From an optimization exercise on the open Yosys and OpenROAD flow, aimed at small area, a short achievable clock period and few clock cycles per item; shortcuts taken in it are not production practice. RTL that was checked went through simulation tests only; none was proved equivalent to the original. No driver is modelled on the clock port, so clock power and skew are understated where the tree is cut down; a real chip needs a root buffer or a tree. No activity file was given, so power comes from the tool's default toggle rates.

## rev 12
## cnet_req_framer
module cnet_req_framer #(
    parameter FRAME_CAP = 128,
    parameter NAME_CAP  = 16,
    parameter DATA_CAP  = FRAME_CAP - NAME_CAP - 11,
    parameter ADDR_MAX  = NAME_CAP - 3
) (
    input  wire                    clk,
    input  wire                    rst,
    input  wire                    req_valid,
    output wire                    req_ready,
    input  wire [1:0]              req_kind,       
    input  wire [7:0]              req_station,
    input  wire [3:0]              req_dev,        
    input  wire [2:0]              req_size,       
    input  wire [7:0]              req_count,
    input  wire [3:0]              req_addr_len,   
    input  wire [8*ADDR_MAX-1:0]   req_addr,       
    input  wire [6:0]              req_data_len,   
    input  wire [8*DATA_CAP-1:0]   req_data,       
    output wire                    tx_valid,
    input  wire                    tx_ready,
    output wire [7:0]              tx_data,
    output wire                    tx_last
);
    reg [1:0]            s_kind;
    reg [7:0]            s_station;
    reg [3:0]            s_dev;
    reg [2:0]            s_size;
    reg [7:0]            s_count;
    reg [3:0]            s_alen;
    reg [6:0]            s_dlen;
    reg [8*ADDR_MAX-1:0] r_addr;
    reg [8*DATA_CAP-1:0] r_data;
    reg       ld_en;     
    reg       rot_en;    
    reg       free;      
    reg       start, cnt, fa, fd, eot, act;
    reg [7:0] lo;
  ...
==> flow/config.mk <==
export PLATFORM = sky130hd
export DESIGN_NAME = cnet_req_framer
export DESIGN_NICKNAME = cnet_req_framer
export VERILOG_FILES = /design/flow/design.v
export SDC_FILE = /design/flow/constraint.sdc
export NUM_CORES = 4
export LEC_CHECK = 0
export CAP_MARGIN = 20
export CORE_MARGIN = 2
export CORE_UTILIZATION = 40
export SLEW_MARGIN = 20
==> flow/constraint.sdc <==
create_clock -name core_clock -period 10.0 [get_ports {clk}]
set_input_delay 2.0000 -clock core_clock [delete_from_list [all_inputs] [get_ports {clk}]]
set_output_delay 2.0000 -clock core_clock [all_outputs]
set_load 0.01 [all_outputs]
standard.sh (not shown) runs the stock make flow with config.mk's settings and CLKGATE_MAP_FILE= SYNTH_SCRIPT=/design/flow/synth_recipe.tcl, a recipe that flattens the netlist after the stock synthesis.
==> flow/flow/run.sh <==
#!/bin/bash
# The standard ORFS layout (standard.sh, unchanged synthesis) with three
# settings of its own:
#  - port buffers: plain buf_1 cells (every input and output port still gets
#    one) instead of the delay buffer that buffer_ports picks by default;
#  - clock tree: sink clusters of up to 24 flip-flops, no dummy loads;
#  - timing repair aims at 7 ns of setup slack (the SDC is unchanged).
set -euo pipefail
export BUFFER_PORTS_ARGS="-buffer_cell sky130_fd_sc_hd__buf_1"
export CTS_ARGS="-sink_clustering_enable -repair_clock_nets -sink_clustering_size 24 -sink_clustering_max_diameter 120 -dont_use_dummy_load"
export SETUP_SLACK_MARGIN=7
bash standard.sh > standard.log 2>&1
Rev 12 finished every stage and its layout cleared the timing, design-rule and antenna checks.
Testbench counts of rev 12, summed over its fixed seeds: cycles 73,697, items 1,600.
Relative to rev 12, the following input files were edited for rev 13:
--- a/flow/design.v
+++ b/flow/design.v
@@ -53,31 +53,47 @@
     reg [7:0] o_data;
     reg       k_valid, k_last;    
     reg [7:0] k_data;
     assign req_ready = free;
     assign tx_valid  = o_valid;
     assign tx_data   = o_data;
     assign tx_last   = o_last;
-    localparam [8*16-1:0] DEVL = {
-        32'h00000000,
-        8'h52, 8'h5A, 8'h55, 8'h44, 8'h4E, 8'h4C, 8'h43, 8'h54,
-        8'h46, 8'h4B, 8'h4D, 8'h50
-    };
-    localparam [8*8-1:0] SIZEL = {
-        24'h000000,
-        8'h4C, 8'h44, 8'h57, 8'h42, 8'h58
-    };
-    wire [7:0] dev_letter  = DEVL[8*s_dev +: 8];
-    wire [7:0] size_letter = SIZEL[8*s_size +: 8];
+    function [7:0] devletter(input [3:0] d);
+        case (d)
+            4'd0:  devletter = 8'h50;  
+            4'd1:  devletter = 8'h4D;  
+            4'd2:  devletter = 8'h4B;  
+            4'd3:  devletter = 8'h46;  
+            4'd4:  devletter = 8'h54;  
+            4'd5:  devletter = 8'h43;  
+            4'd6:  devletter = 8'h4C;  
+            4'd7:  devletter = 8'h4E;  
+            4'd8:  devletter = 8'h44;  
+            4'd9:  devletter = 8'h55;  
+            4'd10: devletter = 8'h5A;  
+            4'd11: devletter = 8'h52;  
+            default: devletter = 8'h00;
+        endcase
+    endfunction
+    function [7:0] sizeletter(input [2:0] s);
+        case (s)
+            3'd0: sizeletter = 8'h58;  
+            3'd1: sizeletter = 8'h42;  
+            3'd2: sizeletter = 8'h57;  
+            3'd3: sizeletter = 8'h44;  
+            3'd4: sizeletter = 8'h4C;  
+            default: sizeletter = 8'h00;
+        endcase
+    endfunction
     wire [4:0] nl = 5'd3 + {1'b0, s_alen};
     wire       b_kind = s_kind[1];
     wire [8*16-1:0] hdr = {
         24'h000000,
-        size_letter,
-        dev_letter,
+        sizeletter(s_size),
+        devletter(s_dev),
         8'h25,
         4'h3, nl[3:0],
         7'h18, nl[4],
         4'h3, s_count[3:0],
         4'h3, s_count[7:4],
         b_kind ? 8'h42 : 8'h53,
         8'h53,
==> comparison <==
- Compared with rev 12, rev 13 shows a sequential cell fraction of total power that is 1.2 points higher.
- Comparing non-clock buffer count for rev 13 and rev 12, the bigger number came from rev 13.
- Rev 13: setup slack 0.029 ns below rev 12
- Compare rev 13 and rev 12 | final instance count without filler cells higher: rev 13
- Sort rev 13 and rev 12 by cell area after synthesis desc -> top: rev 13
- Rev 13 against rev 12; synthesized netlist net count is up slightly.
- The count of inserted tapcells of rev 13 is higher than that of rev 12.
- Compared with rev 12, post-route standard cell area excluding fillers in rev 13 increased slightly.
The RTL of rev 13 was laid out without a check of its function.

---

zinc:
Another version of the RTL of cnet_req_framer (not shown whole).
For scale: about 960 I/O pins, ~33,000 µm² of cells after synthesis.
// cnet_req_framer
module cnet_req_framer #(
    parameter FRAME_CAP = 128,
    parameter NAME_CAP  = 16,
    parameter DATA_CAP  = FRAME_CAP - NAME_CAP - 11,
    parameter ADDR_MAX  = NAME_CAP - 3
) (
    input  wire                    clk,
    input  wire                    rst,
    input  wire                    req_valid,
    output wire                    req_ready,
    input  wire [1:0]              req_kind,       
    input  wire [7:0]              req_station,
    input  wire [3:0]              req_dev,        
    input  wire [2:0]              req_size,       
    input  wire [7:0]              req_count,
    input  wire [3:0]              req_addr_len,   
    input  wire [8*ADDR_MAX-1:0]   req_addr,       
    input  wire [6:0]              req_data_len,   
    input  wire [8*DATA_CAP-1:0]   req_data,       
    output wire                    tx_valid,
    input  wire                    tx_ready,
    output wire [7:0]              tx_data,
    output wire                    tx_last
);
clock: 10.0 ns
lec_check: 0
cap_margin: 20
core_margin: 2
core_utilization: 40
slew_margin: 20
==> flow/flow/run.sh <==
#!/bin/bash
# The standard ORFS layout (standard.sh, unchanged synthesis), with:
#  - port buffers: plain buf_1 cells (every input and output port still gets
#    one) instead of the delay buffer that buffer_ports picks by default;
#  - clock tree: built by flow/clocktree.tcl (a PRE_CTS hook) as a balanced
#    two-level tree, clock port -> 4 root buffers -> leaf buffers -> flops,
#    in place of TritonCTS; the rest of the CTS step (legalization, timing
#    and hold repair) runs as usual;
#  - timing repair aims at 7.5 ns of setup slack (the SDC is unchanged).
set -euo pipefail
export BUFFER_PORTS_ARGS="-buffer_cell sky130_fd_sc_hd__buf_1"
export PRE_CTS_TCL="$PWD/flow/clocktree.tcl"
export SETUP_SLACK_MARGIN=7.5
bash standard.sh > standard.log 2>&1
Other scripts of this flow, unchanged in this note and not shown: flow/flow/clocktree.tcl
Testbench counts of zinc, summed over its fixed seeds: cycles 73,697, items 1,600.
diff inputs: zinc => pepper
diff --git a/flow/design.v b/flow/design.v
--- a/flow/design.v
+++ b/flow/design.v
@@ -189,16 +189,16 @@
         s_kind    <= ({2{ld_en}} & req_kind)     | ({2{rot_en}} & s_kind);
         s_station <= ({8{ld_en}} & req_station)  | ({8{rot_en}} & s_station);
         s_dev     <= ({4{ld_en}} & req_dev)      | ({4{rot_en}} & s_dev);
         s_size    <= ({3{ld_en}} & req_size)     | ({3{rot_en}} & s_size);
         s_count   <= ({8{ld_en}} & req_count)    | ({8{rot_en}} & s_count);
         s_alen    <= ({4{ld_en}} & req_addr_len) | ({4{rot_en}} & s_alen);
         s_dlen    <= ({7{ld_en}} & req_data_len) | ({7{rot_en}} & s_dlen);
-        r_ring <= ~(({8*RING{ld_en}}  & {req_data, req_addr}) |
-                    ({8*RING{rot_en}} & {r_ring[7:0], r_ring[8*RING-1:8]}));
+        r_ring <= ~(({8*RING{rot_en}} | {req_data, req_addr}) &
+                    ({8*RING{ld_en}}  | {r_ring[7:0], r_ring[8*RING-1:8]}));
         r_inv  <= ld_en || !r_inv;
         if (adv) begin
             p_byte <= f_byte;
             p_addr <= fa;
             p_data <= fd;
         end
         if (rst) begin
Findings:
Higher power among zinc and pepper: pepper
zinc has a higher area of all placed cells without fillers than pepper.
The net switching share of the total power on pepper is in line with that on zinc.
Going from zinc to pepper, well-tap cell count shrinks by 20.
Of zinc and pepper, the run reporting the higher setup slack was pepper.
Register-to-register slack on pepper is behind zinc.
Testbench counts of pepper, summed over its fixed seeds: cycles 73,697, items 1,600.
In every run of this note, the design's own scripts or RTL, not TritonCTS, make the clock network.

-- separate check: timing with driven ports --
Ports are ideal in the flow. The routed layouts listed here were re-timed in OpenROAD. Step 1: set_driving_cell puts a clkbuf_16 on clk and a buf_2 on each other input, an assumption about the parent block. Step 2 moves the port delays by t, midway between the first and last clock arrival at a register: inputs arrive t later, outputs are due t later. That takes back most of the time a late clock gives input paths. Slacks: ideal / step 1 / step 2; pairs: ideal / step 1.
run | t (ns) | setup WS [ns] | cell pins on the clock port's net
rev 12 | 0.653 | 6.847 / 6.782 / 6.539 | 1
rev 13 | 0.690 | 6.818 / 6.751 / 6.564 | 1
zinc | 0.595 | 7.076 / 6.925 / 6.992 | 4
pepper | 0.587 | 7.102 / 6.947 / 6.974 | 4
After both steps setup and hold are still met in every run listed. The setup slack of rev 12, which loses most, moves by -0.065 ns with the drivers and by -0.308 ns with both steps.
